Source: an optimization exercise on an open RTL-to-GDS flow (aim: a short achievable clock period). Production flows keep margins and buffers that such runs may drop.
Where RTL was checked, it was by simulation tests only, not by an equivalence proof against the original.
Function not checked in run 1: the RTL went through the layout flow alone.
In every run shown here, the design's own scripts or RTL, not TritonCTS, make the clock network.
The clock port is modelled as an ideal driver, which makes a skipped or thinned clock tree look cheaper than it is; a real chip needs a root buffer or a tree.
Power and IR drop assume default switching activity.

===== design/flow/design.v =====
module ts0710_crc_step (
    input  wire [7:0] crc_in,
    input  wire [7:0] data,
    output reg  [7:0] crc_out
);
    integer k;
    always @* begin
        crc_out = crc_in ^ data;
        for (k = 0; k < 8; k = k + 1) begin
            if (crc_out[0])
                crc_out = (crc_out >> 1) ^ 8'hE0;
            else
                crc_out = crc_out >> 1;
        end
    end
endmodule
module ts0710_rx #(
    parameter [15:0] ACC_CAP = 16'd32774
) (
    input  wire        clk,
    input  wire        rst,
    input  wire        compat,      
    input  wire        flush,       
    input  wire        rx_valid,
    input  wire [7:0]  rx_data,
    output reg         code_valid,
    output reg  [3:0]  code,
    output reg  [7:0]  frm_addr,
    output reg  [7:0]  frm_ctrl,
    output reg  [15:0] frm_len,
    output reg  [7:0]  frm_fcs,
    output reg         pay_valid,
    output reg  [7:0]  pay_data,
    output reg         in_frame,
    output reg  [15:0] acc_len,
    output reg         ev_ok,
    output reg         ev_bad,
    output reg         ev_csum,
    output reg         ev_ovf
);
    localparam [7:0] FLAG = 8'hF9;
    localparam [3:0] C_DROPPED      = 4'd0,
                     C_STARTED      = 4'd1,
                     C_APPENDED     = 4'd2,
                     C_COLLAPSED    = 4'd3,
                     C_FRAME_OK     = 4'd4,
                     C_FRAME_BAD    = 4'd5,
                     C_FRAME_CSUM   = 4'd6,
                     C_OVF_DROPPED  = 4'd7,
                     C_OVF_RESTART  = 4'd8;
    reg         nf;          
    reg  [15:0] nacc;        
    reg  [15:1] accp1_hi;    
    reg         accp1_lo;    
    wire [15:0] accp1 = {accp1_hi, accp1_lo};
    reg  [2:0]  af;          
    reg         at_cap;      
    reg         is1;         
    reg         ph1;         
    reg         ph2;         
    reg         ph3;         
    reg         ph4;         
    reg         post;        
    reg  [14:0] rem;         
    reg  [3:0]  rz;          
    wire        remnz = ~(&rz);
    reg         ge;          
    reg         ex;          
    reg  [7:0]  addr_r;      
    reg  [7:0]  ctrl_r;      
    reg  [7:0]  len0_r;      
    reg  [14:0] len_r;       
    reg  [7:0]  prev1;       
    reg  [7:0]  nprev1;      
    reg  [7:0]  prev2;       
    reg  [7:0]  crc_r;       
    reg         pend;        
    reg         ctrl_uih;    
    reg         ctrl_ua;     
    reg         len0_ff;     
    reg  [7:0]  fmx;         
    wire        fcs_match = &fmx;
    wire        quirk_len = post & len0_ff;
    wire        std_pay   = post & ~ge & remnz;
    wire        qrk_pay   = (rem[6:1] != 6'h3F);    
    wire        pay_here  = quirk_len ? qrk_pay : std_pay;
    wire        covered   = ~post | (std_pay & ~ctrl_uih);
    reg         live;        
    wire        kill      = is1 | ge;               
    wire        rem_is1   = (rem[3:0] == 4'd1) & rz[1] & rz[2] & rz[3];
    wire [7:0]  crc_fold;
    ts0710_crc_step u_crc (.crc_in(crc_r), .data(prev1), .crc_out(crc_fold));
    wire [7:0]  crc_n     = ph1 ? 8'hFF : (pend ? crc_fold : crc_r);
    wire [7:0]  fm_byte, fm_prev;
    wire [7:0]  crc_m     = pend ? crc_fold : crc_r;
    ts0710_xeq8 u_fm_byte (.a(~crc_m), .b(rx_data), .eq(fm_byte));
    ts0710_xeq8 u_fm_prev (.a(~crc_m), .b(prev1),   .eq(fm_prev));
    wire [3:0]  cmpl_code_c0 = ~ex ? C_FRAME_BAD : (fcs_match ? C_FRAME_OK : C_FRAME_CSUM);
    wire [3:0]  cmpl_code_c1 = quirk_len ? C_FRAME_OK :
                               (~ex ? C_FRAME_BAD :
                                ((fcs_match | ctrl_ua) ? C_FRAME_OK : C_FRAME_CSUM));
    wire [3:0]  code_live_flag = is1 ? C_COLLAPSED : C_APPENDED;
    wire [15:0] accp2;       
    wire [14:0] rem_m1;      
    wire [3:0]  acy = {&af[2:0], &af[1:0], af[0], 1'b1};    
    wire [3:0]  rbw = {&rz[2:0], &rz[1:0], rz[0], 1'b1};    
    genvar gi;
    generate
        for (gi = 0; gi < 16; gi = gi + 1) begin : g_inc
            if (gi % 4 == 0) begin : g0
                assign accp2[gi] = accp1[gi] ^ acy[gi/4];
            end else begin : gn
                assign accp2[gi] = accp1[gi] ^ (acy[gi/4] & (&accp1[gi-1:gi-gi%4]));
            end
        end
        for (gi = 0; gi < 15; gi = gi + 1) begin : g_dec
            if (gi % 4 == 0) begin : g0
                assign rem_m1[gi] = rem[gi] ^ rbw[gi/4];
            end else begin : gn
                assign rem_m1[gi] = rem[gi] ^ (rbw[gi/4] & ~(|rem[gi-1:gi-gi%4]));
            end
        end
    endgenerate
    wire [2:0]  a_e = {accp1[11:8] == 4'hE, accp1[7:4] == 4'hE, accp1[3:0] == 4'hE};
    wire [3:0]  r_1 = {rem[14:12] == 3'd1, rem[11:8] == 4'd1, rem[7:4] == 4'd1, rem[3:0] == 4'd1};
    wire [14:0] rem_ld3   = {8'd0, rx_data[7:1]};
    wire [14:0] rem_ld4   = {rx_data, len0_r[7:1]};
    wire        accp1_cap = (accp1 == ACC_CAP);
    wire [15:0] accm5;
    assign accm5[0] = accp1[0];
    assign accm5[1] = ~accp1[1];
    assign accm5[2] = accp1[2] ^ accp1[1];
    assign accm5[3] = ~(accp1[3] ^ (accp1[1] & accp1[2]));
    generate
        for (gi = 4; gi < 16; gi = gi + 1) begin : g_m6
            assign accm5[gi] = ~(accp1[gi] ^ ((|accp1[gi-1:3]) | (accp1[1] & accp1[2])));
        end
    endgenerate
    wire        idle    = ~live | flush;
    wire        ovf     = at_cap & ~nf & ~flush;
    wire        cmpl_c   = live & ge;                   
    wire        ev_gate  = ~rst & rx_valid & ~flush;    
    wire        adv      = post & ~ge & ~remnz;     
    wire [6:0]  flg_c1, flg_c0, flg;
    genvar cp;
    generate
        for (cp = 0; cp < 2; cp = cp + 1) begin : g_cp
            wire       c      = (cp == 1);
            wire       qrk_ok = c & quirk_len;
            wire       sum_ok = fcs_match | (c & ctrl_ua);
            wire       ok_c   = qrk_ok | (ex & sum_ok);
            wire       bad_c  = ~qrk_ok & ~ex;
            wire       csum_c = ~qrk_ok & ex & ~sum_ok;
            wire [3:0] c_n    = idle ? (ovf ? C_OVF_RESTART : C_STARTED)
                                     : (ge ? (c ? cmpl_code_c1 : cmpl_code_c0) : code_live_flag);
            wire [6:0] v      = {c_n, cmpl_c & ok_c, cmpl_c & bad_c, cmpl_c & csum_c};
            if (cp == 1) begin : g1
                assign flg_c1 = v;
            end else begin : g0
                assign flg_c0 = v;
            end
        end
    endgenerate
    ts0710_fsel #(.W(7)) u_csel (.s(compat), .a(flg_c1), .b(flg_c0), .y(flg));
    wire        atcap_n = rx_valid ? (~idle & accp1_cap) : at_cap;
    wire        lv_f1, lv_f0, lv;
    localparam NXW = 33;
    wire [NXW-1:0] nx_f1, nx_f0, nx;
    genvar fl;
    generate
        for (fl = 0; fl < 2; fl = fl + 1) begin : g_nx
            wire        f     = (fl == 1);
            wire        start = rx_valid & idle & f;
            wire [6:0]  nfl   = {idle ? (ovf ? C_OVF_DROPPED : C_DROPPED) : C_APPENDED, 3'b000};
            wire        in_n  = ~rst & (rx_valid ? (idle ? f : ~(f & ge)) : (~flush & ~nf));
            wire [15:0] al_n  = rst ? 16'd0 :
                                rx_valid ? (idle ? {15'd0, f} :
                                            ((f & kill) ? {15'd0, is1} : accp1))
                                         : (flush ? 16'd0 : ~nacc);
            wire        a0_n  = rx_valid ? (idle ? 1'b0 : (is1 ? ~f : accp2[0])) : accp1[0];
            wire        is1_n = rx_valid ? (f & (idle | is1)) : is1;
            wire        ph1_n = start | (~rx_valid & ph1) | (rx_valid & ~idle & ph1 & f);
            wire        ph2_n = ~start & (rx_valid ? (ph1 & ~f) : ph2);
            wire        ph3_n = ~start & (rx_valid ? ph2 : ph3);
            wire        ph4_n = ~start & (rx_valid ? (ph3 & ~rx_data[0]) : ph4);
            wire        pst_n = ~start & (rx_valid ? (post | ph4 | (ph3 & rx_data[0])) : post);
            wire        ge_n  = ~start & (rx_valid ? (ge | adv) : ge);
            wire        ex_n  = ~start & (rx_valid ? (adv | (ex & ~ge)) : ex);
            wire [NXW-1:0] v  = {f ? flg : nfl,
                                 in_n, al_n, a0_n, is1_n,
                                 ph1_n, ph2_n, ph3_n, ph4_n, pst_n, ge_n, ex_n};
            if (fl == 1) begin : g1
                assign nx_f1 = v;
                assign lv_f1 = in_n & ~atcap_n;
            end else begin : g0
                assign nx_f0 = v;
                assign lv_f0 = in_n & ~atcap_n;
            end
        end
    endgenerate
    ts0710_flagsel #(.W(8)) u_fsel3 (.d(rx_data), .a(nx_f1[32:25]), .b(nx_f0[32:25]), .y(nx[32:25]));
    ts0710_flagsel #(.W(8)) u_fsel2 (.d(rx_data), .a(nx_f1[24:17]), .b(nx_f0[24:17]), .y(nx[24:17]));
    ts0710_flagsel #(.W(8)) u_fsel1 (.d(rx_data), .a(nx_f1[16:9]),  .b(nx_f0[16:9]),  .y(nx[16:9]));
    ts0710_flagsel #(.W(9)) u_fsel0 (.d(rx_data), .a(nx_f1[8:0]),   .b(nx_f0[8:0]),   .y(nx[8:0]));
    ts0710_flagsel #(.W(1)) u_fsell (.d(rx_data), .a(lv_f1),        .b(lv_f0),        .y(lv));
    always @(posedge clk) begin
        {code, in_frame, acc_len} <= {nx[32:29], nx[25:9]};
        nacc     <= ~nx[24:9];
        ev_ok    <= nx[28] & ev_gate;
        ev_bad   <= nx[27] & ev_gate;
        ev_csum  <= nx[26] & ev_gate;
        nf       <= ~nx[25];
        live     <= lv;
        accp1_lo <= nx[8];
        {is1, ph1, ph2, ph3, ph4, post, ge, ex} <= nx[7:0];
    end
    always @(posedge clk) begin
        if (rst) begin
            code_valid <= 1'b0;
            pay_valid  <= 1'b0;
            ev_ovf     <= 1'b0;
        end else begin
            code_valid <= rx_valid;
            pay_valid  <= rx_valid & ~flush & live & pay_here;
            ev_ovf     <= rx_valid & ovf;
        end
    end
    always @(posedge clk) begin
        pay_data <= quirk_len ? prev2 : rx_data;
        frm_len  <= (compat & quirk_len) ? accm5 : {1'b0, len_r};
        if (rx_valid) begin
            accp1_hi <= idle ? 15'd1 : accp2[15:1];
            af       <= {3{~idle & ~is1}} & ((acy[2:0] & a_e) | (~acy[2:0] & af));
            at_cap      <= ~idle & accp1_cap;
        end
        if (ph1) addr_r <= rx_data;
        if (ph2) begin
            ctrl_r   <= rx_data;
            ctrl_uih <= ((rx_data & 8'hEF) == 8'hEF);
            ctrl_ua  <= ((rx_data & 8'hEF) == 8'h63);
        end
        if (ph3) begin
            len0_r  <= rx_data;
            len0_ff <= (rx_data == 8'hFF);
        end
        frm_addr <= addr_r;
        frm_ctrl <= ctrl_r;
        if (ph3)
            len_r <= {8'd0, rx_data[7:1]};
        else if (ph4)
            len_r <= {rx_data, len0_r[7:1]};
        if (ph3) begin
            rem   <= rem_ld3;
            rz    <= {rem_ld3[14:12] == 3'd0, rem_ld3[11:8] == 4'd0,
                      rem_ld3[7:4] == 4'd0, rem_ld3[3:0] == 4'd0};
        end else if (ph4) begin
            rem   <= rem_ld4;
            rz    <= {rem_ld4[14:12] == 3'd0, rem_ld4[11:8] == 4'd0,
                      rem_ld4[7:4] == 4'd0, rem_ld4[3:0] == 4'd0};
        end else if (rx_valid & std_pay) begin
            rem   <= rem_m1;
            rz    <= (rbw & r_1) | (~rbw & rz);
        end
        if (rx_valid) begin
            prev2 <= prev1;
        end
        frm_fcs <= prev1;
        prev1   <= rx_valid ? rx_data : ~nprev1;
        nprev1  <= ~(rx_valid ? rx_data : prev1);
        pend <= rx_valid & covered;
        crc_r     <= crc_n;
        fmx       <= rx_valid ? fm_byte : fm_prev;
    end
endmodule
module ts0710_fsel #(
    parameter W = 1
) (
    input  wire         s,
    input  wire [W-1:0] a,
    input  wire [W-1:0] b,
    output wire [W-1:0] y
);
    assign y = s ? a : b;
endmodule
module ts0710_flagsel #(
    parameter W = 1
) (
    input  wire [7:0]   d,
    input  wire [W-1:0] a,
    input  wire [W-1:0] b,
    output wire [W-1:0] y
);
    assign y = (d == 8'hF9) ? a : b;
endmodule
module ts0710_xeq8 (
    input  wire [7:0] a,
    input  wire [7:0] b,
    output wire [7:0] eq
);
    assign eq = ~(a ^ b);
endmodule
module ts0710_tx (
    input  wire        clk,
    input  wire        rst,
    input  wire        tx_start,
    input  wire [7:0]  tx_addr,
    input  wire [7:0]  tx_ctrl,
    input  wire [15:0] tx_len,
    output reg         tx_ready,    
    input  wire        tx_pl_valid,
    input  wire [7:0]  tx_pl_data,
    output reg         tx_pl_ready,  
    output reg         tx_valid,
    output reg  [7:0]  tx_data,
    output reg         len_err      
);
    localparam [7:0] FLAG = 8'hF9;
    reg        st_addr, st_ctrl, st_len0, st_len1, st_fcs, st_close;
    reg [7:0]  addr_r;
    reg [7:0]  ctrl_r;
    reg [14:0] len_r;
    reg [14:0] rem;         
    reg [3:0]  rz;          
    reg [7:0]  crc_r;       
    reg        idle_n;
    reg        pay_n;
    reg [7:0]  txb_n;
    wire       idle = ~idle_n;
    wire       pay  = ~pay_n;
    wire [7:0] txb  = ~txb_n;
    reg        pend;        
    wire       ctrl_uih  = ((ctrl_r & 8'hEF) == 8'hEF);
    wire       short_len = (len_r[14:7] == 8'd0);
    wire       zero_len  = short_len & (len_r[6:0] == 7'd0);
    wire [7:0] len_b0    = {len_r[6:0], short_len};
    wire [7:0] len_b1    = len_r[14:7];
    reg        last;        
    wire [14:0] rem_m1;
    wire [3:0]  rbw = {&rz[2:0], &rz[1:0], rz[0], 1'b1};
    wire [3:0]  r_1 = {rem[14:12] == 3'd1, rem[11:8] == 4'd1, rem[7:4] == 4'd1, rem[3:0] == 4'd1};
    genvar gi;
    generate
        for (gi = 0; gi < 15; gi = gi + 1) begin : g_dec
            if (gi % 4 == 0) begin : g0
                assign rem_m1[gi] = rem[gi] ^ rbw[gi/4];
            end else begin : gn
                assign rem_m1[gi] = rem[gi] ^ (rbw[gi/4] & ~(|rem[gi-1:gi-gi%4]));
            end
        end
    endgenerate
    wire [7:0] crc_fold;
    ts0710_crc_step u_crc (.crc_in(crc_r), .data(txb), .crc_out(crc_fold));
    wire [7:0] crc_cur = pend ? crc_fold : crc_r;
    wire       go   = tx_start & idle & ~tx_len[15];
    wire       take = pay & tx_pl_valid;
    wire       ready_n = (idle & ~go) | st_close;
    wire       pl_n    = (st_len0 & short_len & ~zero_len) | st_len1 |
                         (pay & ~(tx_pl_valid & last));
    wire [7:0] data_n  = ({8{st_addr}} & addr_r)     |
                         ({8{st_ctrl}} & ctrl_r)     |
                         ({8{st_len0}} & len_b0)     |
                         ({8{st_len1}} & len_b1)     |
                         ({8{pay}}     & tx_pl_data) |
                         ({8{st_fcs}}  & ~crc_cur)   |
                         ({8{idle | st_close}} & FLAG);
    always @(posedge clk) begin
        if (rst) begin
            tx_ready    <= 1'b1;
            idle_n      <= 1'b0;
            tx_pl_ready <= 1'b0;
            pay_n       <= 1'b1;
            st_addr     <= 1'b0;
            st_ctrl     <= 1'b0;
            st_len0     <= 1'b0;
            st_len1     <= 1'b0;
            st_fcs      <= 1'b0;
            st_close    <= 1'b0;
            tx_valid    <= 1'b0;
            len_err     <= 1'b0;
        end else begin
            len_err     <= tx_start & idle & tx_len[15];
            tx_ready    <= ready_n;
            idle_n      <= ~ready_n;
            st_addr     <= go;
            st_ctrl     <= st_addr;
            st_len0     <= st_ctrl;
            st_len1     <= st_len0 & ~short_len;
            tx_pl_ready <= pl_n;
            pay_n       <= ~pl_n;
            st_fcs      <= (st_len0 & zero_len) | (take & last);
            st_close    <= st_fcs;
            tx_valid    <= go | st_addr | st_ctrl | st_len0 | st_len1 |
                           take | st_fcs | st_close;
        end
    end
    always @(posedge clk) begin
        last <= take ? (rem == 15'd2) : (rem == 15'd1);
        if (idle) begin
            addr_r <= tx_addr | 8'h01;
            ctrl_r <= tx_ctrl;
            len_r  <= tx_len[14:0];
            rem    <= tx_len[14:0];
            rz     <= {tx_len[14:12] == 3'd0, tx_len[11:8] == 4'd0,
                       tx_len[7:4] == 4'd0, tx_len[3:0] == 4'd0};
        end else if (take) begin
            rem <= rem_m1;
            rz  <= (rbw & r_1) | (~rbw & rz);
        end
        if (idle)
            crc_r <= 8'hFF;
        else if (pend)
            crc_r <= crc_fold;
        pend <= st_addr | st_ctrl | st_len0 | st_len1 | (take & ~ctrl_uih);
        tx_data <= data_n;
        txb_n   <= ~data_n;
    end
endmodule
module ts0710_codec (
    input  wire        clk,
    input  wire        rst,           
    input  wire        compat,        
    input  wire        stat_clr,      
    input  wire        rx_valid,
    input  wire [7:0]  rx_data,
    input  wire        rx_flush,      
    output wire        rx_code_valid,
    output wire [3:0]  rx_code,
    output wire [7:0]  frm_addr,
    output wire [7:0]  frm_ctrl,
    output wire [15:0] frm_len,
    output wire [7:0]  frm_fcs,
    output wire        pay_valid,
    output wire [7:0]  pay_data,
    output wire        in_frame,
    output wire [15:0] acc_len,
    input  wire        tx_start,
    input  wire [7:0]  tx_addr,
    input  wire [7:0]  tx_ctrl,
    input  wire [15:0] tx_len,
    output wire        tx_ready,
    input  wire        tx_pl_valid,
    input  wire [7:0]  tx_pl_data,
    output wire        tx_pl_ready,
    output wire        tx_valid,
    output wire [7:0]  tx_data,
    output reg  [31:0] cnt_ok,
    output reg  [31:0] cnt_framing,
    output reg  [31:0] cnt_checksum,
    output reg  [31:0] cnt_overflow,
    output reg  [3:0]  err_flags      
);
    wire tx_len_err;
    wire ev_ok, ev_bad, ev_csum, ev_ovf;
    ts0710_rx u_rx (
        .clk        (clk),
        .rst        (rst),
        .compat     (compat),
        .flush      (rx_flush),
        .rx_valid   (rx_valid),
        .rx_data    (rx_data),
        .code_valid (rx_code_valid),
        .code       (rx_code),
        .frm_addr   (frm_addr),
        .frm_ctrl   (frm_ctrl),
        .frm_len    (frm_len),
        .frm_fcs    (frm_fcs),
        .pay_valid  (pay_valid),
        .pay_data   (pay_data),
        .in_frame   (in_frame),
        .acc_len    (acc_len),
        .ev_ok      (ev_ok),
        .ev_bad     (ev_bad),
        .ev_csum    (ev_csum),
        .ev_ovf     (ev_ovf)
    );
    ts0710_tx u_tx (
        .clk         (clk),
        .rst         (rst),
        .tx_start    (tx_start),
        .tx_addr     (tx_addr),
        .tx_ctrl     (tx_ctrl),
        .tx_len      (tx_len),
        .tx_ready    (tx_ready),
        .tx_pl_valid (tx_pl_valid),
        .tx_pl_data  (tx_pl_data),
        .tx_pl_ready (tx_pl_ready),
        .tx_valid    (tx_valid),
        .tx_data     (tx_data),
        .len_err     (tx_len_err)
    );
    reg clr_d;
    always @(posedge clk) begin
        if (rst) clr_d <= 1'b0;
        else     clr_d <= stat_clr;
    end
    wire [31:0] ok_next, bad_next, csum_next, ovf_next;
    ts0710_counter u_cnt_ok   (.clk(clk), .rst(rst), .clr(clr_d), .ev(ev_ok),   .cnt_next(ok_next));
    ts0710_counter u_cnt_bad  (.clk(clk), .rst(rst), .clr(clr_d), .ev(ev_bad),  .cnt_next(bad_next));
    ts0710_counter u_cnt_csum (.clk(clk), .rst(rst), .clr(clr_d), .ev(ev_csum), .cnt_next(csum_next));
    ts0710_counter u_cnt_ovf  (.clk(clk), .rst(rst), .clr(clr_d), .ev(ev_ovf),  .cnt_next(ovf_next));
    reg  [3:0] nerr;
    wire [3:0] err_base = clr_d ? 4'd0 : ~nerr;
    wire [3:0] err_next = err_base | {tx_len_err, ev_ovf, ev_csum, ev_bad};
    always @(posedge clk) begin
        if (rst) begin
            cnt_ok       <= 32'd0;
            cnt_framing  <= 32'd0;
            cnt_checksum <= 32'd0;
            cnt_overflow <= 32'd0;
            err_flags    <= 4'd0;
            nerr         <= 4'hF;
        end else begin
            cnt_ok       <= ok_next;
            cnt_framing  <= bad_next;
            cnt_checksum <= csum_next;
            cnt_overflow <= ovf_next;
            err_flags    <= err_next;
            nerr         <= ~err_next;
        end
    end
endmodule
module ts0710_counter (
    input  wire        clk,
    input  wire        rst,
    input  wire        clr,
    input  wire        ev,
    output wire [31:0] cnt_next
);
    reg  [31:0] ncnt;       
    reg  [6:0]  ones;       
    wire [31:0] base = ~ncnt;
    wire [31:0] sum;
    wire [7:0]  inc;        
    wire [6:0]  nib_e;      
    assign cnt_next = clr ? {31'd0, ev} : sum;
    genvar k, i;
    generate
        for (k = 0; k < 8; k = k + 1) begin : g_nib
            if (k == 0) begin : g0
                assign inc[0] = ev;
            end else begin : gn
                assign inc[k] = ev & (&ones[k-1:0]);
            end
            for (i = 0; i < 4; i = i + 1) begin : g_bit
                if (i == 0) begin : b0
                    assign sum[4*k] = base[4*k] ^ inc[k];
                end else begin : bn
                    assign sum[4*k+i] = base[4*k+i] ^ (inc[k] & (&base[4*k+i-1:4*k]));
                end
            end
            if (k < 7) begin : g_e
                assign nib_e[k] = (base[4*k+3:4*k] == 4'hE);
            end
        end
    endgenerate
    wire [6:0] ones_next = {7{~clr}} & ((inc[6:0] & nib_e) | (~inc[6:0] & ones));
    always @(posedge clk) begin
        if (rst) begin
            ones <= 7'd0;
            ncnt <= 32'hFFFFFFFF;
        end else begin
            ones <= ones_next;
            ncnt <= ~cnt_next;
        end
    end
endmodule

===== design/flow/flow/run.sh =====
#!/bin/bash
# Layout flow: the standard ORFS flow, with the clock tree built by
# flow/cts_tree.tcl (a balanced two-stage buffer tree) in place of TritonCTS.
set -euo pipefail
here=$(pwd)
export PRE_CTS_TCL="$here/flow/cts_tree.tcl"
bash standard.sh > "$here/standard_flow.log" 2>&1

===== design/flow/flow/cts_tree.tcl =====
# Sourced by ORFS's cts.tcl before clock_tree_synthesis (PRE_CTS_TCL).
# Replaces TritonCTS with a balanced two-stage clock tree: the clock port
# feeds a few root buffers, one per group of sinks, and each root buffer
# feeds leaf buffers that each drive a tight cluster of flip-flops. Every
# flip-flop sees the same number of buffer stages.

set ::ct_buf   sky130_fd_sc_hd__clkbuf_16
set ::ct_roots 4
set ::ct_leaf_size 16

proc ct_kmeans { pts k iters } {
  # pts: list of {x y item}; returns a list of k lists of points
  set n [llength $pts]
  if { $k >= $n } {
    set out {}
    foreach p $pts { lappend out [list $p] }
    return $out
  }
  # seed centres with points spread along the sorted x+y order
  set sorted [lsort -real -index 0 [lmap p $pts { list [expr {[lindex $p 0] + [lindex $p 1]}] $p }]]
  set cs {}
  for { set i 0 } { $i < $k } { incr i } {
    set p [lindex [lindex $sorted [expr {int(($i + 0.5) * $n / $k)}]] 1]
    lappend cs [list [lindex $p 0] [lindex $p 1]]
  }
  # cap on cluster size so no leaf is overloaded
  set cap [expr {int(ceil(double($n) / $k * 1.15))}]
  for { set it 0 } { $it < $iters } { incr it } {
    # assign points, nearest centre first, respecting the cap
    set pairs {}
    set pi 0
    foreach p $pts {
      set ci 0
      foreach c $cs {
        set d [expr {abs([lindex $p 0] - [lindex $c 0]) + abs([lindex $p 1] - [lindex $c 1])}]
        lappend pairs [list $d $pi $ci]
        incr ci
      }
      incr pi
    }
    set pairs [lsort -real -index 0 $pairs]
    set assigned [lrepeat $n -1]
    set counts [lrepeat $k 0]
    foreach pr $pairs {
      lassign $pr d pi ci
      if { [lindex $assigned $pi] >= 0 } { continue }
      if { [lindex $counts $ci] >= $cap } { continue }
      lset assigned $pi $ci
      lset counts $ci [expr {[lindex $counts $ci] + 1}]
    }
    set groups [lrepeat $k {}]
    set pi 0
    foreach p $pts {
      set ci [lindex $assigned $pi]
      lset groups $ci [concat [lindex $groups $ci] [list $p]]
      incr pi
    }
    set ncs {}
    set ci 0
    foreach g $groups {
      if { [llength $g] == 0 } {
        lappend ncs [lindex $cs $ci]
      } else {
        set sx 0.0; set sy 0.0
        foreach p $g { set sx [expr {$sx + [lindex $p 0]}]; set sy [expr {$sy + [lindex $p 1]}] }
        lappend ncs [list [expr {$sx / [llength $g]}] [expr {$sy / [llength $g]}]]
      }
      incr ci
    }
    set cs $ncs
  }
  set out {}
  foreach g $groups { if { [llength $g] > 0 } { lappend out $g } }
  return $out
}

proc ct_centre { g } {
  set sx 0.0; set sy 0.0
  foreach p $g { set sx [expr {$sx + [lindex $p 0]}]; set sy [expr {$sy + [lindex $p 1]}] }
  return [list [expr {int($sx / [llength $g])}] [expr {int($sy / [llength $g])}]]
}

proc ct_place_buf { block master name xy } {
  set inst [odb::dbInst_create $block $master $name]
  # keep the buffer inside the core
  set core [$block getCoreArea]
  set x [expr {max([$core xMin], min([lindex $xy 0], [$core xMax] - [$master getWidth]))}]
  set y [expr {max([$core yMin], min([lindex $xy 1], [$core yMax] - [$master getHeight]))}]
  $inst setLocation $x $y
  $inst setPlacementStatus PLACED
  return $inst
}

proc ct_build {} {
  set db [ord::get_db]
  set block [ord::get_db_block]
  set master [$db findMaster $::ct_buf]
  set clk_port [$block findBTerm clk]
  set clk_net [$clk_port getNet]

  # sinks: every instance pin on the clock net
  set pts {}
  foreach it [$clk_net getITerms] {
    set inst [$it getInst]
    set loc [$inst getLocation]
    lappend pts [list [lindex $loc 0] [lindex $loc 1] $it]
  }
  set nsinks [llength $pts]
  puts "ct: $nsinks sinks"

  set groups [ct_kmeans $pts $::ct_roots 30]
  set ri 0
  foreach g $groups {
    set nleaf [expr {int(ceil(double([llength $g]) / $::ct_leaf_size))}]
    set leaves [ct_kmeans $g $nleaf 30]
    set root [ct_place_buf $block $master "ctroot_$ri" [ct_centre $g]]
    set rnet [odb::dbNet_create $block "ct_rootnet_$ri"]
    $rnet setSigType CLOCK
    [$root findITerm X] connect $rnet
    [$root findITerm A] connect $clk_net
    set li 0
    foreach lg $leaves {
      set leaf [ct_place_buf $block $master "ctleaf_${ri}_$li" [ct_centre $lg]]
      set lnet [odb::dbNet_create $block "ct_leafnet_${ri}_$li"]
      $lnet setSigType CLOCK
      [$leaf findITerm A] connect $rnet
      [$leaf findITerm X] connect $lnet
      foreach p $lg {
        set it [lindex $p 2]
        $it disconnect
        $it connect $lnet
      }
      puts "ct: root $ri leaf $li drives [llength $lg] sinks"
      incr li
    }
    incr ri
  }
  $clk_net setSigType CLOCK
}

if { [info commands ct_orig_cts] eq "" } {
  rename clock_tree_synthesis ct_orig_cts
}
proc clock_tree_synthesis { args } {
  puts "ct: custom two-stage clock tree instead of clock_tree_synthesis $args"
  ct_build
}

===== design/flow/standard.sh =====
#!/bin/bash
# synth_recipe.tcl (not shown) runs the flow's synth.tcl, then flattens the netlist and writes it again
# the make line also repeats each setting of config.mk as NAME=value (left out here)
make -C /OpenROAD-flow-scripts/flow DESIGN_CONFIG=/design/flow/config.mk WORK_HOME=/design/flow/orfs CLKGATE_MAP_FILE= SYNTH_SCRIPT=/design/flow/synth_recipe.tcl "${@:-finish}"

===== design/flow/config.mk =====
export PLATFORM = sky130hd
export DESIGN_NAME = ts0710_codec
export DESIGN_NICKNAME = ts0710_codec
export VERILOG_FILES = /design/flow/design.v
export SDC_FILE = /design/flow/constraint.sdc
export NUM_CORES = 4
export LEC_CHECK = 0
export ABC_CLOCK_PERIOD_IN_PS = 1000
export CAP_MARGIN = 20
export CORE_MARGIN = 2
export CORE_UTILIZATION = 40
export SETUP_SLACK_MARGIN = 3.6
export SLEW_MARGIN = 20
export SYNTH_HIERARCHICAL = 1
export SYNTH_MINIMUM_KEEP_SIZE = 0
export TNS_END_PERCENT = 100

===== design/flow/constraint.sdc =====
create_clock -name core_clock -period 5.5 [get_ports {clk}]
set_input_delay 1.1000 -clock core_clock [delete_from_list [all_inputs] [get_ports {clk}]]
set_output_delay 1.1000 -clock core_clock [all_outputs]
set_load 0.01 [all_outputs]

==> results_dict.tcl, run 1 <==
set metrics [dict create \
    status "no timing/DRC/antenna violations" \
    count_of_port_buffers_added_during_placement 268 \
    design_power_total_uw 8910 \
    instance_count_of_the_mapped_netlist 2349 \
    timing.critical_path.arrival_ps 890 \
    drive_gt1_share_pct 29.7 \
    finalClockSkew_ps 59.2 \
    final_nets 2793 \
    worst-path-buf-inv 1 \
    unrepaired_setup_endpoints_after_global_routing "true" \
    drt_iter0_drc 990 \
    slew_violations 0 \
    drt_wl_total_um 65000 \
    powerDensity_nw_per_um2 283 \
    hold_class "flip-flop to flip-flop" \
    hold_path.startpoint "u_rx.ctrl_r[7]" \
    cts.clk_slew.worst_paths_ps 70 \
    netlist-cell-type-count 77 \
    gr-usage-all-layers_pct 19.7 \
    reg2reg_depth 3 \
    final.period_utilization_pct 36.1 \
    hold_slack_ps 342 \
    max-cap-violations 0 \
    overflow 0 \
    ir_worst_vdd_mv 0.243 \
    rows 90 \
    detail_route.drc_violations 0 \
    critPathLaunchType "flip-flop" \
    hold_viol_final 0 \
    design.die.area_sq_um 63400 \
    biggest_area_consumer_among_synthesized_cells "sky130_fd_sc_hd__dfxtp_1" \
    maxClockFrequency_ghz 0.504 \
    timing.setup.tns_ps 0 \
    wire_per_inst_um 18.8 \
    area_delta_synth_final_pct 28.1 \
    ys_async_sr_fraction_pct 0 \
    critical-path-top-delay-family "flip-flops" \
    slowest_stage "sky130_fd_sc_hd__dfxtp_4" \
    setup_viol 0 \
    die_h_um 252 \
    whs_path_depth 0 \
    fin_util_pct 52.0 \
    netlist_top_cells_area "sky130_fd_sc_hd__dfxtp_1 40%, sky130_fd_sc_hd__edfxtp_1 14%, sky130_fd_sc_hd__nor2b_1 4.6%" \
    worstMarginPinSlew_ps 731 \
    worstPathRequired_ps 4400 \
    count_of_flip_flops_with_a_built_in_enable_after_synthesis 116 \
    critical_path.cell_chain "buf_6" \
    synth_area_per_cell_sq_um 10.4 \
    synth_top_area_share_pct 39.6 \
    grt_max_degree 110 \
    first_global_vias 18100 \
    post-dp-hpwl_um 39700 \
    cp-end-kind "primary output" \
    r2r_setup_slack_ps 3650 \
    die_x_um 252 \
    hold_end "u_rx.frm_ctrl[7]" \
    leakagePower_uw 0.0127 \
    most_used_cells_in_the_layout_excluding_fill_and_tap_cells "337 x sky130_fd_sc_hd__dfxtp_1, 178 x sky130_fd_sc_hd__nor2b_1, 164 x sky130_fd_sc_hd__buf_6" \
    yosys_warnings 11 \
    max-slew-margin-rel_pct 51.2 \
    reg2reg_to "u_rx.rem[3]" \
    critPathKind "flip-flop to primary output" \
    grt_pass1_wl_um 101000 \
    layout.cells.most_common "sky130_fd_sc_hd__dfxtp_1" \
    detail-route-antenna-nets 0 \
    synth_area_sq_um 24500 \
    initial_utilization_pct 40.6 \
    ratio_of_routed_vias_to_standard_cells 5.24 \
    drt_pre_antenna_iters 5 \
    final.min_clock_period_ps 1990 \
    synth.yosys.seq_area_share_pct 53.7 \
    clkLatencyLatePin_ps 400 \
    grt_antenna_before_repair 4 \
    dominantRegCellSynth "sky130_fd_sc_hd__dfxtp_1" \
    critical-path-max-stage-delay_ps 360 \
    final_weighted_congestion_of_routability_driven_global_placement 0.854 \
    pin_count 270 \
    worstPathMaxFanout 1 \
    synth-seq-cells 601 \
    core_sq_um 60500 \
    via_count 18200 \
    worstReg2RegStart "u_rx.rz[0]" \
]
[cell usage after synthesis, types with 60 or more instances]
library cell	n
sky130_fd_sc_hd__nand2_1	147
sky130_fd_sc_hd__a21oi_1	82
sky130_fd_sc_hd__xnor2_1	65
sky130_fd_sc_hd__or3_1	72
sky130_fd_sc_hd__edfxtp_1	116
sky130_fd_sc_hd__nor3_1	95
sky130_fd_sc_hd__o21ai_0	63
sky130_fd_sc_hd__dfxtp_1	485
sky130_fd_sc_hd__inv_1	110
sky130_fd_sc_hd__nor2b_1	180
sky130_fd_sc_hd__nor2_1	170
sky130_fd_sc_hd__xor2_1	71
sky130_fd_sc_hd__nand2b_1	60
sky130_fd_sc_hd__clkbuf_1	67
[per-stage QoR]
step / area, sq um / setup WS, ps / instances
2_1_floorplan: 24900 / 3280 / 2352
3_3_place_gp: 28000 / 2090 / 3295
3_5_place_dp: 28000 / 2060 / 3295
4_1_cts: 30900 / 3120 / 3451
5_1_grt: 31400 / 3480 / 3468
6_report: 31400 / 3510 / 3468
[report_power, final]
| group | internal (uW) | total, uW | switching, uW |
|---|---|---|---|
| registers | 4710 | 4900 | 189 |
| logic | 639 | 1230 | 588 |
| clock network | 1380 | 2780 | 1400 |
[layer usage]
layer  up-vias  GRT usage, %  wire length, um
met5         -             0                0
met4         0          3.86             1320
met3        88          3.10             3880
met2       459          33.9            31200
met1      8856          26.3            28600
li1       8767             -                -
[repair_timing]
action | 4_1_cts | 5_1_grt
pin swaps | 78 | 16
hold buffers | 0 | 0
resized for setup | 555 | 975
gates cloned | 33 | 1
buffers inserted | 80 | 14
endpoints found under the setup margin | 769 | 303
[worst register-to-register path, stage by stage, from the launching register on]
cell	delay, ps
sky130_fd_sc_hd__edfxtp_1	530
sky130_fd_sc_hd__a41oi_2	570
sky130_fd_sc_hd__and2_4	260
sky130_fd_sc_hd__nand2b_4	190
[area by class of cell]
class	count	area (sq um)
antenna	2	5.00
buffer	43	1080
fill	5391	29000
inverter	111	428
multi-input combinational	1540	11400
sequential	601	13400
tap	782	978
timing repair buffer	389	4130
[flip-flops by register name, indices dropped and copies added, names as in the netlist, 16 cells and up, named ones only]
register and count:
cnt_checksum 32, cnt_framing 32, u_cnt_ok.ncnt 32, u_cnt_csum.ncnt 32
cnt_ok 32, u_rx.acc_len 16, u_cnt_bad.ncnt 32, u_rx.frm_len 16
cnt_overflow 32, u_rx.nacc 16, u_cnt_ovf.ncnt 32
[modules after synthesis (local to each module, per instance), excerpt]
module,area (sq um),times used,cells inside
ts0710_xeq8,70.1,2,8
ts0710_counter,1940,4,222
ts0710_rx,8250,1,762
ts0710_codec,3720,1,293
ts0710_tx,3470,1,289
ts0710_crc_step,208,2,22
[logic make-up (layout without fill, tap and decap cells)]
family          after synthesis  after routing  share of synthesized area, %
mux                         117            117                          5.21
simple gates                964            983                          22.8
fa+ha+maj                    51             51                          2.60
buf+inv                     230            543                          3.83
compound gates              245            245                          6.64
xor+xnor                    140            140                          5.12
other cells                   1              6                        0.0153
flops                       601            601                          53.7
[how the worst max path moves through the flow]
stage,slack [ps],startpoint,depth (start not counted),to
floorplan,3280,rx_flush,7,u_rx.code[0]
global placement,2090,compat,4,u_rx.frm_len[12]
detailed placement,2060,compat,4,u_rx.frm_len[12]
CTS,3120,rx_flush,6,u_rx.code[0]
global route,3480,err_flags[3],1,err_flags[3]
finish,3510,u_rx.code[2],1,rx_code[2]
==> inputs of run 2 (changes only) <==
--- a/design/flow/design.v
+++ b/design/flow/design.v
@@ -64,3 +64,4 @@
     reg  [14:0] rem;         
-    reg  [3:0]  rz;          
+    reg         rz0, rz1, rz2, rz3;
+    wire [3:0]  rz = {rz3, rz2, rz1, rz0};
     wire        remnz = ~(&rz);
@@ -253,3 +254,3 @@
             rem   <= rem_ld3;
-            rz    <= {rem_ld3[14:12] == 3'd0, rem_ld3[11:8] == 4'd0,
+            {rz3, rz2, rz1, rz0} <= {rem_ld3[14:12] == 3'd0, rem_ld3[11:8] == 4'd0,
                       rem_ld3[7:4] == 4'd0, rem_ld3[3:0] == 4'd0};
@@ -257,3 +258,3 @@
             rem   <= rem_ld4;
-            rz    <= {rem_ld4[14:12] == 3'd0, rem_ld4[11:8] == 4'd0,
+            {rz3, rz2, rz1, rz0} <= {rem_ld4[14:12] == 3'd0, rem_ld4[11:8] == 4'd0,
                       rem_ld4[7:4] == 4'd0, rem_ld4[3:0] == 4'd0};
@@ -261,3 +262,6 @@
             rem   <= rem_m1;
-            rz    <= (rbw & r_1) | (~rbw & rz);
+            if (rbw[1]) rz1 <= r_1[1];
+            if (rbw[2]) rz2 <= r_1[2];
+            if (rbw[3]) rz3 <= r_1[3];
+            rz0   <= r_1[0];
         end
@@ -322,3 +326,4 @@
     reg [14:0] rem;         
-    reg [3:0]  rz;          
+    reg        rz0, rz1, rz2, rz3;
+    wire [3:0] rz = {rz3, rz2, rz1, rz0};
     reg [7:0]  crc_r;       
@@ -402,3 +407,3 @@
             rem    <= tx_len[14:0];
-            rz     <= {tx_len[14:12] == 3'd0, tx_len[11:8] == 4'd0,
+            {rz3, rz2, rz1, rz0} <= {tx_len[14:12] == 3'd0, tx_len[11:8] == 4'd0,
                        tx_len[7:4] == 4'd0, tx_len[3:0] == 4'd0};
@@ -406,3 +411,6 @@
             rem <= rem_m1;
-            rz  <= (rbw & r_1) | (~rbw & rz);
+            if (rbw[1]) rz1 <= r_1[1];
+            if (rbw[2]) rz2 <= r_1[2];
+            if (rbw[3]) rz3 <= r_1[3];
+            rz0 <= r_1[0];
         end
--- a/design/flow/config.mk
+++ b/design/flow/config.mk
@@ -10,3 +10,3 @@
 export CORE_MARGIN = 2
-export CORE_UTILIZATION = 40
+export CORE_UTILIZATION = 50
 export SETUP_SLACK_MARGIN = 3.6
==> run 2 against run 1 <==
- still clean on timing, DRC and antenna
- hold slack got worse by 3.9 ps
- power increased by 1.0%
- register-to-register slack got worse by 210 ps
- maximum frequency decreased by 3.8%
- sequential share of layout area about the same
- flip-flop and latch count unchanged
- die area decreased by 19%
- worst setup slack got worse by 78 ps
- routed wire length decreased by 3.3%
- clock power about the same
- final area decreased by 0.11%
- sequential power about the same
- critical path type is now flip-flop to flip-flop
- largest cell class unchanged
- highest routed layer unchanged
==> results_dict.tcl, run 2 <==
set metrics [dict create \
    synth-seq-cells 601 \
    synth_area_per_cell_sq_um 10.5 \
    final.min_clock_period_ps 2060 \
    cp-end-kind "flip-flop" \
    setup_slack_ps 3440 \
    dominantRegCellSynth "sky130_fd_sc_hd__dfxtp_1" \
    power_frac_clock_pct 30.7 \
    powerDensity_nw_per_um2 287 \
    total_switching_power_uw 2210 \
    netSwitchingFraction_pct 24.6 \
    worstPathRequired_ps 5810 \
    critical_path.cell_chain "ha_4 -> or3_4 -> or4_4 -> or3_4 -> a21oi_2" \
    synth.yosys.seq_area_share_pct 53.6 \
    count_of_flip_flops_with_a_built_in_enable_after_synthesis 116 \
    slowest_stage "sky130_fd_sc_hd__or4_4" \
    slew_violations 0 \
    final_weighted_congestion_of_routability_driven_global_placement 0.861 \
    most_used_cells_in_the_layout_excluding_fill_and_tap_cells "358 x sky130_fd_sc_hd__dfxtp_1, 170 x sky130_fd_sc_hd__nor2b_1, 165 x sky130_fd_sc_hd__nor2_1" \
    design_power_total_uw 9000 \
    rows 81 \
    timing.setup.tns_ps 0 \
    count_of_port_buffers_added_during_placement 268 \
    detail-route-antenna-nets 0 \
    area_after_detailed_placement_sq_um 28100 \
    adder_and_majority_cell_fraction_of_the_synthesized_area_pct 2.59 \
    critical_path_cell_count 5 \
    drive_gt1_share_pct 30.8 \
    clkLatencyLatePin_ps 390 \
    reg2reg_depth 5 \
    final_instance_area_sq_um 31400 \
    critical-path-top-delay-family "simple AND/OR/NAND/NOR gates" \
    ys_async_sr_fraction_pct 0 \
    worstPathMaxFanout 3 \
    final_nets 2811 \
    yosysMostFrequentCell "sky130_fd_sc_hd__dfxtp_1" \
    max-slew-margin-rel_pct 42.6 \
    core_sq_um 48700 \
    ys_top_cells_by_count "485 x sky130_fd_sc_hd__dfxtp_1, 183 x sky130_fd_sc_hd__nor2_1, 180 x sky130_fd_sc_hd__nor2b_1" \
    netlist-cell-type-count 77 \
    die_h_um 226 \
    post-dp-hpwl_um 38000 \
    biggest_area_consumer_among_synthesized_cells "sky130_fd_sc_hd__dfxtp_1" \
    yosys_warnings 11 \
    finalNonFillerCells 3367 \
    grt_antenna_before_repair 1 \
    critical-path-max-stage-delay_ps 580 \
    numPlacedInstances 3183 \
    grt_pass1_wl_um 98200 \
    setup_viol 0 \
    design.die.area_sq_um 51000 \
    leakagePower_uw 0.0128 \
    critPathKind "flip-flop to flip-flop" \
    netlist_top_cells_area "sky130_fd_sc_hd__dfxtp_1 39%, sky130_fd_sc_hd__edfxtp_1 14%, sky130_fd_sc_hd__nor2b_1 4.6%" \
    layout.filler_cells 3914 \
    grt_max_degree 77 \
    max-cap-violations 0 \
    ir_worst_vdd_mv 0.326 \
    unrepaired_setup_endpoints_after_global_routing "true" \
    ratio_of_routed_vias_to_standard_cells 5.43 \
    drt_iter0_drc 1176 \
    layout.cells.most_common "sky130_fd_sc_hd__dfxtp_1" \
    finalClockSkew_ps 23.7 \
    drt_pre_antenna_iters 5 \
    first_global_vias 17600 \
    whs_path_depth 0 \
    synth_top_family_by_area "simple AND/OR/NAND/NOR gates" \
    synth_area_sq_um 24600 \
    timing.critical_path.arrival_ps 2380 \
    die_x_um 226 \
    p_int_uw 6790 \
    proportion_of_synthesized_area_in_mux_cells_pct 5.64 \
    overflow 0 \
    worstMarginPinSlew_ps 859 \
    gr-usage-all-layers_pct 24.1 \
    pin_count 270 \
    hold_class "flip-flop to flip-flop" \
    dp_worst_setup_slack_ps 2190 \
    cts.clk_slew.worst_paths_ps 70 \
    instance_count_of_the_mapped_netlist 2353 \
    final.period_utilization_pct 37.5 \
    status "no timing/DRC/antenna violations" \
    wire_per_inst_um 18.7 \
    hold_viol_final 0 \
    synthXorXnorAreaFrac_pct 5.03 \
    via_count 18300 \
    worst-path-buf-inv 0 \
    initial_utilization_pct 50.5 \
    simple_gate_area_share_of_the_yosys_netlist_pct 22.2 \
    seqPwrFrac_pct 54.5 \
    area_delta_synth_final_pct 27.6 \
    critPathMostFrequentCell "sky130_fd_sc_hd__or3_4" \
    synth_top_area_share_pct 39.4 \
    relative_contribution_of_combinational_cells_to_total_power_pct 14.8 \
    drt_wl_total_um 62900 \
    detail_route.drc_violations 0 \
    critPathLaunchType "flip-flop" \
    synth-compound-area-share_pct 6.96 \
    maxClockFrequency_ghz 0.485 \
]
[run 2: area by class of cell]
type | instances | area [sq um] | share of cell area (%)
diodes | 1 | 2.50 | 0.00797
plain buffers | 43 | 1080 | 3.43
inverters | 111 | 424 | 1.35
multi-input cells | 1543 | 11700 | 37.2
flip-flops and latches | 601 | 13400 | 42.6
well taps | 664 | 831 | 2.65
repair buffers | 404 | 4020 | 12.8
[run 2: cell families (layout without fill, tap and decap cells)]
group,count (synthesis),in the layout
simple gates,943,964
compound gates,259,259
buf+inv,233,558
mux,127,127
flops,601,601
other cells,1,5
xor+xnor,138,138
fa+ha+maj,51,51
[run 2: worst paths after layout]
check / endpoint / startpoint / slack, ps
worst max-delay path: u_rx.frm_len[15] / u_rx.accp1_hi[1] / 3440
worst min-delay path: u_rx.frm_ctrl[3] / u_rx.ctrl_r[3] / 340
worst max register to register: u_rx.frm_len[15] / u_rx.accp1_hi[1] / 3440
worst min register to register: u_rx.frm_ctrl[3] / u_rx.ctrl_r[3] / 340
[run 2: worst register-to-register path, stage by stage (launching register included)]
cell                       delay, ps
sky130_fd_sc_hd__edfxtp_1        440
sky130_fd_sc_hd__ha_4            200
sky130_fd_sc_hd__or3_4           330
sky130_fd_sc_hd__or4_4           580
sky130_fd_sc_hd__or3_4           350
sky130_fd_sc_hd__a21oi_2         110
[run 2: timing repair]
item | 4_1_cts | 5_1_grt
setup endpoints to repair | 790 | 321
resized for setup | 604 | 922
cloned | 32 | 2
buffers inserted | 96 | 10
pin swaps | 59 | 19
hold buffers | 0 | 0
[run 2: Yosys stat by module, one instance, submodules excluded, a selection]
module | cells | times used
ts0710_rx | 753 | 1
ts0710_crc_step | 22 | 2
ts0710_tx | 290 | 1
ts0710_codec | 293 | 1
ts0710_xeq8 | 8 | 2
ts0710_counter | 225 | 4
[run 2: per-stage QoR]
stage	util (%)	hold slack, ps
after global routing	64.4	345
after detailed placement	57.5	327
after CTS	63.7	327
final	64.4	338
after floorplan	-	323
after global placement	57.5	325
[run 2: power groups by stage]
stage / clock network, uW / logic, uW / registers, uW
2_1_floorplan: 0 / 798 / 4920
3_3_place_gp: 0 / 1030 / 4970
3_5_place_dp: 0 / 1050 / 4970
4_1_cts: 2230 / 1230 / 4980
5_1_grt: 2990 / 1450 / 4930
6_report: 2760 / 1330 / 4910
[run 2: per-layer routing]
layer | up-vias | track usage [%] | share of wire (%)
met2 | 479 | 38.9 | 46
met5 | - | 0 | 0
met3 | 81 | 2.91 | 5.3
met1 | 8881 | 34.8 | 46
met4 | 0 | 4.89 | 2.2
li1 | 8850 | - | -
==> inputs of run 3 (changes only) <==
--- a/design/flow/config.mk
+++ b/design/flow/config.mk
@@ -10,3 +10,3 @@
 export CORE_MARGIN = 2
-export CORE_UTILIZATION = 50
+export CORE_UTILIZATION = 40
 export SETUP_SLACK_MARGIN = 3.6
==> run 3 against run 2 <==
- largest cell class unchanged
- clock power hardly changed
- clock skew is 47 ps higher
- still clean
- worst setup slack worse by 53 ps
- final area is 2.4% higher
- global-route usage is 4.4 points lower
- sequential share of layout area is 0.93 points lower
- register-to-register slack worse by 50 ps
- first-iteration DRC count is 6.5% lower
- sequential power hardly changed
==> results_dict.tcl, run 3 <==
set metrics [dict create \
    grt_max_degree 55 \
    hold_class "flip-flop to flip-flop" \
    detail_route.drc_violations 0 \
    grt_pass1_wl_um 101000 \
    most_used_cells_in_the_layout_excluding_fill_and_tap_cells "339 x sky130_fd_sc_hd__dfxtp_1, 174 x sky130_fd_sc_hd__nor2b_1, 164 x sky130_fd_sc_hd__buf_6" \
    cp-end-kind "flip-flop" \
    ys_top_cells_by_count "485 x sky130_fd_sc_hd__dfxtp_1, 183 x sky130_fd_sc_hd__nor2_1, 180 x sky130_fd_sc_hd__nor2b_1" \
    die_x_um 252 \
    area_delta_synth_final_pct 30.7 \
    yosys_warnings 11 \
    max-cap-violations 0 \
    post-dp-hpwl_um 38800 \
    synth_area_per_cell_sq_um 10.5 \
    ys_async_sr_fraction_pct 0 \
    netlist-cell-type-count 77 \
    netlist_top_cells_area "sky130_fd_sc_hd__dfxtp_1 39%, sky130_fd_sc_hd__edfxtp_1 14%, sky130_fd_sc_hd__nor2b_1 4.6%" \
    critPathLaunchType "flip-flop" \
    layout.cells.most_common "sky130_fd_sc_hd__dfxtp_1" \
    drt_iter0_drc 1099 \
    drt_wl_total_um 66000 \
    status "no timing/DRC/antenna violations" \
    final.min_clock_period_ps 2120 \
    yosysMostFrequentCell "sky130_fd_sc_hd__dfxtp_1" \
    worstPathRequired_ps 5820 \
    dp_worst_setup_slack_ps 2260 \
    synth_top_area_share_pct 39.4 \
    count_of_flip_flops_with_a_built_in_enable_after_synthesis 116 \
    setup_viol 0 \
    timing.critical_path.arrival_ps 2440 \
    design.die.area_sq_um 63500 \
    instance_count_of_the_mapped_netlist 2353 \
    worstPathMaxFanout 2 \
    insertedDiodeCount 0 \
    via_count 18400 \
    design_power_total_uw 9020 \
    dominantRegCellSynth "sky130_fd_sc_hd__dfxtp_1" \
    synth-seq-cells 601 \
    timing.setup.tns_ps 0 \
    setup_slack_ps 3380 \
    overflow 0 \
    ir_worst_vdd_mv 0.276 \
    clkLatencyLatePin_ps 410 \
    final_nets 2827 \
    detail-route-antenna-nets 0 \
    cts.clk_slew.worst_paths_ps 80 \
    grt_antenna_before_repair 1 \
    drive_gt1_share_pct 32.1 \
    final_weighted_congestion_of_routability_driven_global_placement 0.850 \
    slew_violations 0 \
    worstMarginPinSlew_ps 786 \
    gr-usage-all-layers_pct 19.7 \
    maxClockFrequency_ghz 0.472 \
    wire_per_inst_um 18.9 \
    unrepaired_setup_endpoints_after_global_routing "true" \
    critPathKind "flip-flop to flip-flop" \
    fin_util_pct 53.1 \
    max-slew-margin-rel_pct 47.5 \
    drt_pre_antenna_iters 5 \
    biggest_area_consumer_among_synthesized_cells "sky130_fd_sc_hd__dfxtp_1" \
    initial_utilization_pct 40.6 \
    synth.yosys.seq_area_share_pct 53.6 \
    powerDensity_nw_per_um2 281 \
    synth_area_sq_um 24600 \
    count_of_port_buffers_added_during_placement 268 \
    leakagePower_uw 0.0131 \
    final.period_utilization_pct 38.5 \
    hold_viol_final 0 \
    first_global_vias 18100 \
    core_sq_um 60600 \
    finalClockSkew_ps 70.6 \
    cts-hold-fix-buffers 0 \
    pin_count 270 \
    ratio_of_routed_vias_to_standard_cells 5.27 \
    rows 90 \
    hold_slack_ps 343 \
    die_h_um 252 \
]
run 3: cell types whose count changed in the layout (fill, tap and decap cells not counted), moves of 6 or more:
cell / change
sky130_fd_sc_hd__nand2_2: +8
sky130_fd_sc_hd__buf_2: -16
sky130_fd_sc_hd__buf_4: -6
sky130_fd_sc_hd__inv_1: +10
sky130_fd_sc_hd__dfxtp_1: -19
sky130_fd_sc_hd__buf_12: +12
sky130_fd_sc_hd__nand2_1: -10
sky130_fd_sc_hd__inv_2: -9
sky130_fd_sc_hd__buf_6: +14
sky130_fd_sc_hd__dfxtp_2: +20
sky130_fd_sc_hd__buf_16: +8
run 3: through the flow:
| step | instance area [sq um] | cells |
|---|---|---|
| final | 32200 | 3500 |
| after global routing | 32200 | 3500 |
| after CTS | 31600 | 3486 |
| after detailed placement | 28200 | 3304 |
| after global placement | 28200 | 3304 |
| after floorplan | 25200 | 2356 |
run 3: per-layer routing:
layer  vias to the layer above  wire, um  GRT usage, %
li1                       8857         -             -
met1                      9037     29300          26.5
met2                       455     31700          33.8
met3                        98      3510          2.49
met4                         0      1530          4.31
met5                         -         0             0
run 3: kinds of logic (layout without fill, tap and decap cells):
| kind of cell | count (synthesis) | in the layout | share of synthesized area (%) |
|---|---|---|---|
| AOI/OAI and AO/OA | 259 | 259 | 6.96 |
| xor gates and xnor gates | 138 | 138 | 5.03 |
| adders and majority gates | 51 | 51 | 2.59 |
| buffers and inverters | 233 | 573 | 3.94 |
| DFF | 601 | 601 | 53.6 |
| muxes | 127 | 127 | 5.64 |
| other | 1 | 4 | 0.0152 |
| and+or+nand+nor | 943 | 965 | 22.2 |
run 3: path summary, 6_finish.rpt:
check                    from               end  slack [ps]  cells past startpoint
max          u_rx.accp1_hi[2]  u_rx.frm_len[15]        3380                      5
max reg2reg  u_rx.accp1_hi[2]  u_rx.frm_len[15]        3380                      5
min            u_rx.addr_r[5]  u_rx.frm_addr[5]         340                      0
min reg2reg    u_rx.addr_r[5]  u_rx.frm_addr[5]         340                      0
run 3: critical path, cell delays in order, from the launching register on:
cell and delay, ps:
sky130_fd_sc_hd__edfxtp_1 490, sky130_fd_sc_hd__ha_4 210, sky130_fd_sc_hd__or3_4 330, sky130_fd_sc_hd__or4_4 550
sky130_fd_sc_hd__or3_4 340, sky130_fd_sc_hd__a21oi_2 140
run 3: power breakdown:
group          leakage (uW)  switching [uW]  internal [uW]
combinational       0.00740             627            705
sequential          0.00514             192           4710
clock              0.000530            1410           1380
total                0.0131            2230           6800
run 3: area by class of cell:
type                       instances  area [sq um]
fill                            5292         28400
timing repair buffer             419          4550
sequential                       601         13400
inverter                         111           424
tap                              782           978
multi-input combinational       1544         11700
buffer                            43          1080
run 3: modules after synthesis (local to each module, per instance), a selection:
module	times used	cell area [sq um]
ts0710_crc_step	2	208
ts0710_xeq8	2	70.1
ts0710_tx	1	3420
ts0710_codec	1	3720
ts0710_rx	1	8230
ts0710_counter	4	1970
run 3: timing repair:
| action | CTS | global route |
|---|---|---|
| gates resized for setup | 650 | 965 |
| cloned | 40 | 2 |
| buffers inserted | 99 | 12 |
| endpoints found under the hold margin | 0 | 0 |
| pin swaps | 105 | 13 |
| endpoints found under the setup margin | 789 | 319 |
==> inputs of run 4 (changes only) <==
--- a/design/flow/design.v
+++ b/design/flow/design.v
@@ -56,2 +56,4 @@
     reg  [2:0]  af;          
+    reg         az1, az2;    
+    reg         acap;        
     reg         at_cap;      
@@ -128,11 +130,16 @@
     wire [14:0] rem_ld4   = {rx_data, len0_r[7:1]};
-    wire        accp1_cap = (accp1 == ACC_CAP);
+    wire        accp1_cap = acap;
     wire [15:0] accm5;
-    assign accm5[0] = accp1[0];
-    assign accm5[1] = ~accp1[1];
-    assign accm5[2] = accp1[2] ^ accp1[1];
-    assign accm5[3] = ~(accp1[3] ^ (accp1[1] & accp1[2]));
+    wire [3:1]  mbw;         
+    assign accm5[3:0] = accp1[3:0] - 4'd6;
+    assign mbw[1] = (accp1[3:0] < 4'd6);
+    assign mbw[2] = mbw[1] & az1;
+    assign mbw[3] = mbw[2] & az2;
     generate
         for (gi = 4; gi < 16; gi = gi + 1) begin : g_m6
-            assign accm5[gi] = ~(accp1[gi] ^ ((|accp1[gi-1:3]) | (accp1[1] & accp1[2])));
+            if (gi % 4 == 0) begin : g0
+                assign accm5[gi] = accp1[gi] ^ mbw[gi/4];
+            end else begin : gn
+                assign accm5[gi] = accp1[gi] ^ (mbw[gi/4] & ~(|accp1[gi-1:gi-gi%4]));
+            end
         end
@@ -234,2 +241,10 @@
             af       <= {3{~idle & ~is1}} & ((acy[2:0] & a_e) | (~acy[2:0] & af));
+            acap     <= ~idle & ~is1 & (accp1 == ACC_CAP - 16'd1);
+            if (idle | is1) begin
+                az1 <= 1'b1;
+                az2 <= 1'b1;
+            end else begin
+                if (acy[1]) az1 <= af[1];
+                if (acy[2]) az2 <= af[2];
+            end
             at_cap      <= ~idle & accp1_cap;
--- a/design/flow/config.mk
+++ b/design/flow/config.mk
@@ -10,3 +10,3 @@
 export CORE_MARGIN = 2
-export CORE_UTILIZATION = 40
+export CORE_UTILIZATION = 50
 export SETUP_SLACK_MARGIN = 3.6
==> run 4 against run 3 <==
- still clean on timing, DRC and antenna
- critical path depth is 4 lower
- die area is 19% lower
- flip-flop and latch count is 3 higher
- critical endpoint is now rx_code[1]
- largest power group unchanged
==> results_dict.tcl, run 4 <==
set metrics [dict create \
    first_global_vias 17700 \
    final.min_clock_period_ps 2010 \
    post-dp-hpwl_um 38000 \
    final_nets 2800 \
    initial_utilization_pct 50.6 \
    drt_pre_antenna_iters 7 \
    cts.clk_slew.worst_paths_ps 70 \
    slowest_stage "sky130_fd_sc_hd__dfxtp_2" \
    register_area_sq_um 13500 \
    max-slew-margin-rel_pct 43.7 \
    drive_gt1_share_pct 28.3 \
    unrepaired_setup_endpoints_after_global_routing "true" \
    cp-end-kind "primary output" \
    core_sq_um 48800 \
    clkLatencyLatePin_ps 390 \
    timing.setup.tns_ps 0 \
    hold_end "u_rx.frm_ctrl[1]" \
    drt_wl_total_um 62500 \
    setup_slack_ps 3490 \
    worstPathRequired_ps 4400 \
    layout.cells.most_common "sky130_fd_sc_hd__dfxtp_1" \
    whs_path_depth 0 \
    insertedDiodeCount 0 \
    detail-route-antenna-nets 0 \
    biggest_area_consumer_among_synthesized_cells "sky130_fd_sc_hd__dfxtp_1" \
    worst-path-buf-inv 1 \
    multi_input_comb_area_sq_um 11400 \
    critPathLaunchType "flip-flop" \
    netlist-cell-type-count 79 \
    hold_viol_final 0 \
    slew_violations 0 \
    grt_antenna_before_repair 0 \
    ir_worst_vdd_mv 0.411 \
    drt_iter0_drc 1159 \
    ratio_of_routed_vias_to_standard_cells 5.35 \
    yosysMostFrequentCell "sky130_fd_sc_hd__dfxtp_1" \
    maxClockFrequency_ghz 0.496 \
    yosys_warnings 11 \
    area_after_detailed_placement_sq_um 28000 \
    synth_area_sq_um 24700 \
    critical-path-top-delay-family "flip-flops" \
    dp_worst_setup_slack_ps 1990 \
    hold_class "flip-flop to flip-flop" \
    finalClockSkew_ps 23.6 \
    hold_slack_ps 335 \
    hold_path.startpoint "u_rx.ctrl_r[1]" \
    design.die.area_sq_um 51200 \
    pin_count 270 \
    overflow 0 \
    die_x_um 226 \
    timing.critical_path.arrival_ps 910 \
    wire_per_inst_um 18.6 \
    rows 81 \
    worstMarginPinSlew_ps 843 \
    final_instance_area_sq_um 31100 \
    critical_path.cell_chain "clkbuf_2" \
    netlist_top_cells_area "sky130_fd_sc_hd__dfxtp_1 39%, sky130_fd_sc_hd__edfxtp_1 14%, sky130_fd_sc_hd__nor2b_1 4.5%" \
    critical-path-max-stage-delay_ps 380 \
    ys_async_sr_fraction_pct 0 \
    fin_util_pct 63.6 \
    max-cap-violations 0 \
    area_delta_synth_final_pct 25.7 \
    reg2reg_to "u_rx.fmx[4]" \
    worstPathMaxFanout 1 \
    synth-seq-cells 604 \
    grt_pass1_wl_um 97100 \
    synth_area_per_cell_sq_um 10.4 \
    dominantRegCellSynth "sky130_fd_sc_hd__dfxtp_1" \
    setup_viol 0 \
    layout.filler_cells 4075 \
    critPathKind "flip-flop to primary output" \
    status "no timing/DRC/antenna violations" \
    final.period_utilization_pct 36.6 \
    reg2reg_depth 6 \
    die_h_um 226 \
    count_of_port_buffers_added_during_placement 268 \
    final_weighted_congestion_of_routability_driven_global_placement 0.849 \
    count_of_flip_flops_with_a_built_in_enable_after_synthesis 119 \
    synth.yosys.seq_area_share_pct 53.7 \
    synth_top_area_share_pct 39.3 \
    detail_route.drc_violations 0 \
    via_count 18000 \
    most_used_cells_in_the_layout_excluding_fill_and_tap_cells "366 x sky130_fd_sc_hd__dfxtp_1, 183 x sky130_fd_sc_hd__nor2_1, 170 x sky130_fd_sc_hd__nor2b_1" \
    ys_top_cells_by_count "485 x sky130_fd_sc_hd__dfxtp_1, 200 x sky130_fd_sc_hd__nor2_1, 178 x sky130_fd_sc_hd__nor2b_1" \
    worstReg2RegStart "u_rx.prev1[0]" \
    gr-usage-all-layers_pct 23.7 \
    leakagePower_uw 0.0127 \
    r2r_setup_slack_ps 3700 \
    grt_max_degree 161 \
    instance_count_of_the_mapped_netlist 2369 \
    cts-hold-fix-buffers 0 \
    powerDensity_nw_per_um2 290 \
]
run 4: stage by stage:
step	power [uW]	instances
finish	9020	3354
global route	9380	3354
CTS	8500	3350
detailed placement	6080	3195
global placement	6050	3195
floorplan	5750	2372
run 4: how the worst max path moves through the flow:
| stage | startpoint | end | slack (ps) | cells past startpoint |
|---|---|---|---|---|
| after floorplan | rx_valid | u_rx.acc_len[5] | 3330 | 7 |
| after global placement | rx_flush | u_rx.acc_len[0] | 2070 | 6 |
| after detailed placement | rx_flush | u_rx.acc_len[0] | 1990 | 6 |
| after CTS | rx_data[2] | u_rx.ev_bad | 3290 | 6 |
| after global routing | u_rx.code[1] | rx_code[1] | 3470 | 1 |
| final | u_rx.code[1] | rx_code[1] | 3490 | 1 |
run 4: layout make-up:
type	instances	share of cell area, %
Timing Repair Buffer	378	12.4
Inverter	116	1.47
Sequential cell	604	43.3
Tap cell	664	2.67
Buffer	43	3.46
Multi-Input combinational cell	1549	36.7
run 4: cell families (layout without fill, tap and decap cells):
group                      count (synthesis)  count (layout)  synth area share, %
other                                      1               4               0.0152
adders and majority gates                 52              52                 2.63
DFF                                      604             604                 53.7
muxes                                    115             115                 5.09
xor gates and xnor gates                 142             142                 5.15
buffers and inverters                    235             537                 4.04
and+or+nand+nor                          963             979                 22.7
AOI/OAI and AO/OA                        257             257                 6.67
run 4: modules after synthesis (local to each module, per instance), a selection:
module	times used	cells inside	flops+latches
ts0710_rx	1	781	225
ts0710_codec	1	293	137
ts0710_tx	1	290	86
ts0710_counter	4	222	39
ts0710_crc_step	2	22	0
ts0710_xeq8	2	8	0
run 4: repair_timing:
| item | 4_1_cts | 5_1_grt |
|---|---|---|
| hold endpoints to repair | 0 | 0 |
| setup endpoints to repair | 806 | 282 |
| cloned | 30 | 1 |
| setup buffers | 82 | 3 |
| pin swaps | 70 | 5 |
| gates resized for setup | 606 | 897 |
run 4: metal layers:
metal  wire length [um]  global-route usage (%)  share of wire, %  up-vias
met3               2910                    2.59               4.7       82
met2              29200                    39.3                47      385
met5                  0                       0                 0        -
met1              28900                    33.3                46     8696
met4               1480                    5.65               2.4        0
li1                   -                       -                 -     8794
run 4: report_power, final:
part           internal (uW)  total, uW  switching (uW)  leakage [uW]
clock                   1380       2770            1390      0.000530
sequential              4750       4940             189       0.00515
combinational            673       1310             640       0.00705

==> static timing again, ports no longer ideal <==
How much do the figures lean on ideal ports? The routed layouts below were timed once more, with nothing changed but the port constraints.
Step 1 assumes that a clkbuf_16 drives the clock port and a buf_2 every other input.
Step 2 moves the port delays by t, midway between the first and last clock arrival at a register: inputs arrive t later, outputs are due t later. That takes back most of the time a late clock gives input paths.
Three values: ideal, step 1, step 2; two values: the first two.
run	t (ns)	setup WS [ns]	worst hold slack (ns)
run 1	0.499	3.514 / 3.389 / 2.965	0.342 / 0.342 / 0.342
run 2	0.504	3.436 / 3.371 / 3.050	0.338 / 0.338 / 0.338
run 3	0.501	3.383 / 3.376 / 2.938	0.343 / 0.343 / 0.343
run 4	0.506	3.486 / 3.357 / 3.016	0.335 / 0.335 / 0.335
After both steps every run listed still meets setup and hold. The setup slack of run 1, which loses most, moves by -0.125 ns with the drivers and by -0.549 ns with both steps.
